Source: an optimization exercise on an open RTL-to-GDS flow (aim: small area). Production flows keep margins and buffers that such runs may drop. RTL that was checked went through simulation tests only; none was proved equivalent to the original. No activity file was given, so power comes from the tool's default toggle rates.

==> flow/design.v (excerpt) <==
module ircore_tx (
    input  wire        clk,
    input  wire        rst,             
    input  wire        enq_valid,       
    input  wire        enq_rc6,         
    input  wire [2:0]  enq_mode,        
    input  wire [7:0]  enq_a,           
    input  wire [7:0]  enq_b,           
    output wire        enq_ready,       
    output wire        tx,              
    output wire        tx_idle          
);
Size in the first run: ~340 cells after synthesis, ~200 flip-flops, ~26 I/O pins.
Settings: LEC_CHECK=0, CAP_MARGIN=20, CORE_MARGIN=2, CORE_UTILIZATION=40, CTS_BUF_LIST=sky130_fd_sc_hd__clkbuf_8, CTS_CLUSTER_DIAMETER=60, CTS_CLUSTER_SIZE=20, SLEW_MARGIN=20; clock period 10.0 ns.
standard.sh (not shown) runs the stock make flow with config.mk's settings and CLKGATE_MAP_FILE= SYNTH_SCRIPT=/design/flow/synth_recipe.tcl, a recipe that flattens the netlist after the stock synthesis.
==> flow/flow/run.sh <==
#!/bin/bash
# The standard layout (standard.sh), with smaller port buffers and a clock
# tree built without dummy balancing loads.
set -euo pipefail
export BUFFER_PORTS_ARGS="-buffer_cell sky130_fd_sc_hd__buf_1"
export CTS_ARGS="-sink_clustering_enable -repair_clock_nets -buf_list sky130_fd_sc_hd__clkbuf_8 -root_buf sky130_fd_sc_hd__clkbuf_4 -sink_clustering_size 21 -sink_clustering_max_diameter 60 -dont_use_dummy_load"
bash standard.sh > standard.log 2>&1
Rerun with:
==> flow/flow/run.sh (replaced) <==
#!/bin/bash
# The standard layout (standard.sh), with smaller port buffers and a clock
# tree built without dummy balancing loads.
set -euo pipefail
export BUFFER_PORTS_ARGS="-buffer_cell sky130_fd_sc_hd__buf_1"
export CTS_ARGS="-sink_clustering_enable -repair_clock_nets -buf_list sky130_fd_sc_hd__clkbuf_8 -root_buf sky130_fd_sc_hd__clkbuf_4 -sink_clustering_size 20 -sink_clustering_max_diameter 60 -dont_use_dummy_load"
bash standard.sh > standard.log 2>&1
CORE_UTILIZATION = 60   (was 40)
CTS_BUF_LIST = unset   (was sky130_fd_sc_hd__clkbuf_8)
CTS_CLUSTER_DIAMETER = unset   (was 60)
CTS_CLUSTER_SIZE = unset   (was 20)
Result: Sequential power barely changes; register-to-register slack is worse by 0.07 ns; worst hold slack is worse by 0.019 ns; via count climbs by 2.1%.
Rerun with:
CORE_UTILIZATION = 75   (was 60)
Effect: Cell count fell by 6.3%; non-clock buffer count does not change; routed wire length rose by 8.8%; setup slack gets worse by 0.064 ns; clock power fell by about 2%; design area fell by 0.55%; via count rose by 0.95%.
Rerun with:
==> flow/flow/run.sh (replaced) <==
#!/bin/bash
# The standard layout (standard.sh), with smaller port buffers and a clock
# tree built without dummy balancing loads.
set -euo pipefail
export BUFFER_PORTS_ARGS="-buffer_cell sky130_fd_sc_hd__buf_1"
export CTS_ARGS="-sink_clustering_enable -repair_clock_nets -buf_list sky130_fd_sc_hd__clkbuf_8 -root_buf sky130_fd_sc_hd__clkbuf_4 -sink_clustering_size 23 -sink_clustering_max_diameter 60 -dont_use_dummy_load"
bash standard.sh > standard.log 2>&1
CORE_UTILIZATION = 40   (was 75)
CTS_BUF_LIST = sky130_fd_sc_hd__clkbuf_8   (was unset)
CTS_CLUSTER_DIAMETER = 60   (was unset)
CTS_CLUSTER_SIZE = 20   (was unset)
The changed run completed without violations.
Synthesized area is unchanged.
Core utilization went down by 38 points.
Register-to-register slack improved by 0.09 ns.
Routed wire length went down by roughly a tenth.


Another version of the RTL of ircore_tx (not shown whole).
For scale: ~400 cells after synthesis, roughly 210 flip-flops.
export LEC_CHECK = 0
export CAP_MARGIN = 20
export CORE_MARGIN = 2
export CORE_UTILIZATION = 40
export CTS_BUF_LIST = sky130_fd_sc_hd__clkbuf_16
export CTS_CLUSTER_DIAMETER = 100
export CTS_CLUSTER_SIZE = 30
export SLEW_MARGIN = 20
create_clock -name core_clock -period 10.0 [get_ports {clk}]
run.sh (not shown) runs the stock make flow with config.mk's settings and CLKGATE_MAP_FILE= SYNTH_SCRIPT=/design/flow/synth_recipe.tcl, a recipe that flattens the netlist after the stock synthesis.
Stock flow here: none of the scripts above is used.
The baseline produced a clean layout.
Change:
- CTS_BUF_LIST: sky130_fd_sc_hd__clkbuf_16 -> sky130_fd_sc_hd__clkbuf_8
- CTS_CLUSTER_DIAMETER: 100 -> 60
- CTS_CLUSTER_SIZE: 30 -> 20
Outcome: Maximum frequency is about the same; global-route usage is unchanged; via count climbs slightly.
Change:
- CTS_BUF_LIST: sky130_fd_sc_hd__clkbuf_8 -> default
- CTS_CLUSTER_DIAMETER: 60 -> default
- CTS_CLUSTER_SIZE: 20 -> default
The changed run completed with no timing, DRC or antenna violations.
Utilization goes up by 2.3 points.
Via count came out higher by 3.1%.
Setup slack stays flat.
Die area stays the same.
Design area increases by 5.1%.
Clock-buffer cell count rises by 16.
Sequential power stays flat.
Register-to-register slack is better by 0.02 ns.
Critical path depth stays the same.


ircore_tx, a different RTL version from the one above (not shown whole).
Size: ~200 flip-flops, roughly 0.0067 mm2 of cells after synthesis.
Settings: LEC_CHECK=0, CAP_MARGIN=0, CORE_MARGIN=2, CORE_UTILIZATION=40, SLEW_MARGIN=0; clock period 10.0 ns.
standard.sh (not shown) runs the stock make flow with config.mk's settings and CLKGATE_MAP_FILE= SYNTH_SCRIPT=/design/flow/synth_recipe.tcl, a recipe that flattens the netlist after the stock synthesis.
==> flow/flow/run.sh <==
#!/bin/bash
# The standard layout (standard.sh), with smaller port buffers and a clock
# tree built without dummy balancing loads.
set -euo pipefail
export BUFFER_PORTS_ARGS="-buffer_cell sky130_fd_sc_hd__buf_1"
export CTS_ARGS="-sink_clustering_enable -repair_clock_nets -buf_list sky130_fd_sc_hd__clkbuf_8 -root_buf sky130_fd_sc_hd__clkbuf_4 -sink_clustering_size 21 -sink_clustering_max_diameter 70 -dont_use_dummy_load"
bash standard.sh > standard.log 2>&1
Next try:
==> flow/flow/run.sh (replaced) <==
#!/bin/bash
# The standard layout (standard.sh), with smaller port buffers and a clock
# tree built without dummy balancing loads.
set -euo pipefail
export BUFFER_PORTS_ARGS="-buffer_cell sky130_fd_sc_hd__buf_1"
export CTS_ARGS="-sink_clustering_enable -repair_clock_nets -buf_list sky130_fd_sc_hd__clkbuf_8 -root_buf sky130_fd_sc_hd__clkbuf_4 -sink_clustering_size 20 -sink_clustering_max_diameter 60 -dont_use_dummy_load"
bash standard.sh > standard.log 2>&1
Effect:
- The new run finished with timing, DRC and antenna clean
- via count does not change
- final area is unchanged
- global-route usage does not change
- wire length is unchanged
- clock skew stays the same
- critical path depth is unchanged
- core utilization does not change
- area after synthesis is unchanged
- clock power stays flat
Next try:
==> flow/flow/run.sh (replaced) <==
#!/bin/bash
# The standard layout (standard.sh), with smaller port buffers and a clock
# tree built without dummy balancing loads.
set -euo pipefail
export BUFFER_PORTS_ARGS="-buffer_cell sky130_fd_sc_hd__buf_1"
export CTS_ARGS="-sink_clustering_enable -repair_clock_nets -buf_list sky130_fd_sc_hd__clkbuf_8 -root_buf sky130_fd_sc_hd__clkbuf_4 -sink_clustering_size 21 -sink_clustering_max_diameter 60 -dont_use_dummy_load"
bash standard.sh > standard.log 2>&1
--- a/flow/config.mk
+++ b/flow/config.mk
@@ -10 +10 @@
-export CORE_UTILIZATION = 40
+export CORE_UTILIZATION = 70
Core utilization goes up by 33 points.
Global-route usage is higher by 11 points.
Worst hold slack improves by 11 ps.
Synthesized cell count is unchanged.
Wire length increases by 2.0%.
Clock skew increases by 20 ps.
Next try:
--- a/flow/config.mk
+++ b/flow/config.mk
@@ -10 +10 @@
-export CORE_UTILIZATION = 70
+export CORE_UTILIZATION = 40
Effect:
- The new run produced a clean layout
- power barely changes
- register-to-register slack is about the same
- worst setup slack is worse by 11 ps
- non-clock buffer count is lower by 1
Next try:
==> flow/flow/run.sh (replaced) <==
#!/bin/bash
# The standard layout (standard.sh), with smaller port buffers and a clock
# tree built without dummy balancing loads.
set -euo pipefail
export BUFFER_PORTS_ARGS="-buffer_cell sky130_fd_sc_hd__buf_1"
export CTS_ARGS="-sink_clustering_enable -repair_clock_nets -buf_list sky130_fd_sc_hd__clkbuf_8 -root_buf sky130_fd_sc_hd__clkbuf_4 -sink_clustering_size 21 -sink_clustering_max_diameter 90 -dont_use_dummy_load"
bash standard.sh > standard.log 2>&1
=> Utilization stays the same; die area stays the same; worst hold slack stays the same; flip-flop and latch count is unchanged; synthesized area is unchanged; via count stays the same; cell area stays the same; routed wire length stays the same; power does not change; fmax stays the same; register-to-register slack stays flat.
Next try:
==> flow/flow/run.sh (replaced) <==
#!/bin/bash
# The standard layout (standard.sh), with smaller port buffers and a clock
# tree built without dummy balancing loads.
set -euo pipefail
export BUFFER_PORTS_ARGS="-buffer_cell sky130_fd_sc_hd__buf_1"
export CTS_ARGS="-sink_clustering_enable -repair_clock_nets -buf_list sky130_fd_sc_hd__clkbuf_8 -root_buf sky130_fd_sc_hd__clkbuf_4 -dont_use_dummy_load"
bash standard.sh > standard.log 2>&1
The new run completed with no timing, DRC or antenna violations.
Fmax does not change.
Area after synthesis is unchanged.
Power is unchanged.
Core utilization is unchanged.
Die area stays the same.
Routed wire length stays the same.
Via count does not change.
No functional check of the RTL was part of any run of this note.


The RTL this note starts from:
==> flow/design.v <==
module ircore_tx (
    input  wire        clk,
    input  wire        rst,             
    input  wire        enq_valid,       
    input  wire        enq_rc6,         
    input  wire [2:0]  enq_mode,        
    input  wire [7:0]  enq_a,           
    input  wire [7:0]  enq_b,           
    output wire        enq_ready,       
    output wire        tx,              
    output wire        tx_idle          
);
    reg  [19:0] q [0:8];
    wire [8:0]  v;              
    wire [8:0]  fr;             
    wire        pop;            
    genvar gi;
    generate
        for (gi = 0; gi < 9; gi = gi + 1) begin : g_v
            assign v[gi] = q[gi][19] | ~q[gi][16];
        end
    endgenerate
    assign fr[8] = ~v[8] | pop | rst;
    generate
        for (gi = 0; gi < 8; gi = gi + 1) begin : g_fr
            assign fr[gi] = ~v[gi] | fr[gi + 1];
        end
    endgenerate
    assign enq_ready = fr[0];
    assign tx_idle   = ~|v;
    wire [19:0] in = {enq_valid & enq_rc6 & ~rst, enq_mode[2:1],
                      ~enq_valid | (enq_rc6 & enq_mode[0]), enq_a, enq_b};
    always @(posedge clk) begin
        if (fr[0]) q[0] <= in | {3'd0, rst, 16'd0};
    end
    generate
        for (gi = 1; gi < 9; gi = gi + 1) begin : g_q
            always @(posedge clk) begin
                if (fr[gi])
                    q[gi] <= {q[gi - 1][19] & ~rst, q[gi - 1][18:17],
                              q[gi - 1][16] | rst, q[gi - 1][15:0]};
            end
        end
    endgenerate
    wire [19:0] hd  = q[8];
    wire        rc6 = hd[19];
    reg        act;             
    reg [5:0]  n;               
    reg [1:0]  c;               
    reg [10:0] pre;             
    reg        tg;              
    wire tick = (pre == {5'b00001, rc6, 5'b00110});
    wire [7:0] src = n[4] ? hd[7:0] : hd[15:8];
    wire       sb  = src[~n[2:0]];
    wire [3:0] mt  = {tg, hd[16], hd[17], hd[18]};
    wire       b   = rc6 ? ((n[4:3] == 2'b00) ? (n[2] ? mt[n[1:0]] : 1'b1) : sb)
                         : sb ^ n[3];
    wire       w2  = (n[4:3] == 2'b00) & (n[2] | (n[1] ^ n[0]));
    wire lvl = rc6 ? ((n[4:0] == 5'd1) | (~(n[4] & n[3]) & (b ^ (w2 ? c[1] : c[0]))))
                   : (n[5] ? ~(n[2] & n[1]) : (c == 2'd0));
    wire cl   = rc6 ? w2 : (n[5] | b);
    wire send = c[0] & (c[1] == cl);
    wire fend = rc6 ? ((n[4:0] == 5'd26) & c[0]) : n[5] & ~n[4];
    assign pop = act & tick & fend;
    assign tx  = act & lvl;
    always @(posedge clk) begin
        pre <= (~act | tick) ? 11'b01011011001 : {pre[9:0], pre[10] ^ pre[1]};
        if (~act) begin
            n <= rc6 ? 6'd1 : 6'd58;
            c <= 2'd0;
        end else if (tick) begin
            if (send) begin
                n <= n + 6'd1;
                c <= 2'd0;
            end else begin
                c <= c + 2'd1;
            end
        end
    end
    always @(posedge clk) begin
        if (rst) begin
            act <= 1'b0;
            tg  <= 1'b0;
        end else begin
            if (~act) act <= v[8];
            else if (pop) begin
                act <= 1'b0;
                if (rc6) tg <= ~tg;
            end
        end
    end
endmodule
clock: 10.0 ns
lec_check: 0
cap_margin: 20
core_margin: 2
core_utilization: 40
cts_buf_list: sky130_fd_sc_hd__clkbuf_8
cts_cluster_diameter: 60
cts_cluster_size: 20
slew_margin: 20
==> flow/flow/run.sh <==
#!/bin/bash
# The standard layout (standard.sh) with three changes: an area-oriented ABC
# script for the combinational logic (the flip-flops are mapped before ABC, as
# in the standard synthesis), smaller port buffers, and a clock tree built
# without dummy balancing loads.
set -euo pipefail
rm -rf scripts_area
cp -r "$FLOW_HOME/scripts" scripts_area
printf 'strash\ndch -f\nmap\nmfs2\nstrash\ndch -f\nmap\ntopo\ndnsize -c\n' > scripts_area/abc_speed.script
export SCRIPTS_DIR="$PWD/scripts_area"
export BUFFER_PORTS_ARGS="-buffer_cell sky130_fd_sc_hd__buf_1"
export CTS_ARGS="-sink_clustering_enable -repair_clock_nets -buf_list sky130_fd_sc_hd__clkbuf_8 -root_buf sky130_fd_sc_hd__clkbuf_4 -sink_clustering_size 20 -sink_clustering_max_diameter 60 -dont_use_dummy_load"
bash standard.sh > standard.log 2>&1
Next try:
--- a/flow/flow/run.sh
+++ b/flow/flow/run.sh
@@ -9 +9 @@
-printf 'strash\ndch -f\nmap\nmfs2\nstrash\ndch -f\nmap\ntopo\ndnsize -c\n' > scripts_area/abc_speed.script
+printf 'strash\ndch -f\nmap -a\nmfs2\nstrash\ndch -f\nmap -a\ntopo\ndnsize -c\n' > scripts_area/abc_speed.script
After rerunning: Die area is lower by 2.2%. Wire length is lower by 1.5%. Count of clock-buffer cells in the layout is unchanged.
Next try:
==> flow/flow/run.sh (replaced) <==
#!/bin/bash
# The standard layout (standard.sh), with smaller port buffers and a clock
# tree built without dummy balancing loads.
set -euo pipefail
export BUFFER_PORTS_ARGS="-buffer_cell sky130_fd_sc_hd__buf_1"
export CTS_ARGS="-sink_clustering_enable -repair_clock_nets -buf_list sky130_fd_sc_hd__clkbuf_8 -root_buf sky130_fd_sc_hd__clkbuf_4 -sink_clustering_size 21 -sink_clustering_max_diameter 60 -dont_use_dummy_load"
bash standard.sh > standard.log 2>&1
--- a/flow/config.mk
+++ b/flow/config.mk
@@ -8 +8 @@
-export CAP_MARGIN = 20
+export CAP_MARGIN = 0
@@ -11,4 +11 @@
-export CTS_BUF_LIST = sky130_fd_sc_hd__clkbuf_8
-export CTS_CLUSTER_DIAMETER = 60
-export CTS_CLUSTER_SIZE = 20
-export SLEW_MARGIN = 20
+export SLEW_MARGIN = 0
Effect: The changed run produced a clean layout. Wire length drops by a few percent. Register-to-register slack gets better by 2.0 ns. First-iteration DRC count drops by a quarter to a third. Design area drops slightly. Setup slack gets better by 1.9 ns.
Next try:
==> flow/flow/run.sh (replaced) <==
#!/bin/bash
# The standard layout (standard.sh), with smaller port buffers and a clock
# tree built without dummy balancing loads.
set -euo pipefail
export BUFFER_PORTS_ARGS="-buffer_cell sky130_fd_sc_hd__buf_1"
export CTS_ARGS="-sink_clustering_enable -repair_clock_nets -buf_list sky130_fd_sc_hd__clkbuf_8 -root_buf sky130_fd_sc_hd__clkbuf_4 -sink_clustering_size 20 -sink_clustering_max_diameter 60 -dont_use_dummy_load"
bash standard.sh > standard.log 2>&1
--- a/flow/config.mk
+++ b/flow/config.mk
@@ -8 +8 @@
-export CAP_MARGIN = 0
+export CAP_MARGIN = 20
@@ -11 +11,4 @@
-export SLEW_MARGIN = 0
+export CTS_BUF_LIST = sky130_fd_sc_hd__clkbuf_8
+export CTS_CLUSTER_DIAMETER = 60
+export CTS_CLUSTER_SIZE = 20
+export SLEW_MARGIN = 20
=> The changed run completed with no timing, DRC or antenna violations; power came out higher by 0.54%; final cell count is about the same; non-clock buffer count does not change; core utilization barely changes; routed wire length stays flat; via count hardly moves; worst setup slack got worse by 0.015 ns; global-route usage is about the same; die area is unchanged; sequential cell count does not change.
Next try:
==> flow/flow/run.sh (replaced) <==
#!/bin/bash
# The standard layout (standard.sh), with smaller port buffers and a clock
# tree built without dummy balancing loads.
set -euo pipefail
export BUFFER_PORTS_ARGS="-buffer_cell sky130_fd_sc_hd__buf_1"
export CTS_ARGS="-sink_clustering_enable -repair_clock_nets -buf_list sky130_fd_sc_hd__clkbuf_8 -root_buf sky130_fd_sc_hd__clkbuf_4 -sink_clustering_size 24 -sink_clustering_max_diameter 40 -dont_use_dummy_load"
bash standard.sh > standard.log 2>&1
Outcome: The new run finished clean; hold slack got worse by 0.013 ns; count of clock-buffer cells in the layout goes up by 9; synthesized cell count stays the same.

afterwards: timing with drivers on the ports:
In the flow no input, the clock included, has a driving cell. The finished layouts below were timed again as built, in two steps.
Step 1 assumes that a clkbuf_16 drives the clock port and a buf_2 every other input.
Step 2 times the ports against the registers' clock, not the clock port: input delays grow and output delays shrink by t, the midpoint of the rising clock arrivals with the driver on.
Slacks: ideal ports / drivers / drivers and shift; pairs: ideal ports / drivers.
run | t (ns) | setup WS [ns] | worst setup path at the end | slew at the worst register clock pin (ns) | pins driven straight from the clock port
the first run of note 1 | 0.576 | 2.797 / 2.767 / 2.767 | input to output | 0.11 / 0.11 | 1
the second run of note 1 | 0.555 | 2.767 / 2.747 / 2.747 | input to output | 0.11 / 0.11 | 1
the third run of note 1 | 0.555 | 2.703 / 2.680 / 2.680 | input to output | 0.11 / 0.11 | 1
the fourth run of note 1 | 0.570 | 2.778 / 2.748 / 2.748 | input to output | 0.12 / 0.12 | 1
the first run of note 2 | 0.482 | 2.683 / 2.645 / 3.127 | register to output | 0.11 / 0.11 | 1
the second run of note 2 | 0.498 | 2.665 / 2.631 / 3.129 | register to output | 0.11 / 0.11 | 1
the third run of note 2 | 0.526 | 2.665 / 2.629 / 3.155 | register to output | 0.06 / 0.06 | 1
the first run of note 3 | 0.613 | 5.130 / 5.095 / 5.690 | input to register | 0.10 / 0.10 | 1
the second run of note 3 | 0.613 | 5.130 / 5.095 / 5.690 | input to register | 0.10 / 0.10 | 1
the third run of note 3 | 0.588 | 5.142 / 5.107 / 5.695 | register to output | 0.12 / 0.12 | 1
the fourth run of note 3 | 0.613 | 5.130 / 5.095 / 5.690 | input to register | 0.10 / 0.10 | 1
the fifth run of note 3 | 0.613 | 5.130 / 5.095 / 5.690 | input to register | 0.10 / 0.10 | 1
the sixth run of note 3 | 0.613 | 5.130 / 5.095 / 5.690 | input to register | 0.10 / 0.10 | 1
the first run of note 4 | 0.551 | 3.170 / 3.136 / 3.136 | input to output | 0.11 / 0.11 | 1
the second run of note 4 | 0.557 | 0.942 / 0.920 / 0.920 | input to output | 0.11 / 0.11 | 1
the third run of note 4 | 0.576 | 2.797 / 2.767 / 2.767 | input to output | 0.11 / 0.11 | 1
the fourth run of note 4 | 0.566 | 2.781 / 2.752 / 2.752 | input to output | 0.11 / 0.11 | 1
the fifth run of note 4 | 0.616 | 2.759 / 2.729 / 2.729 | input to output | 0.09 / 0.09 | 1
After both steps setup and hold are still met in every run listed. The setup slack of the first run of note 4, which loses most, moves by -0.034 ns with the drivers and by -0.034 ns with both steps.
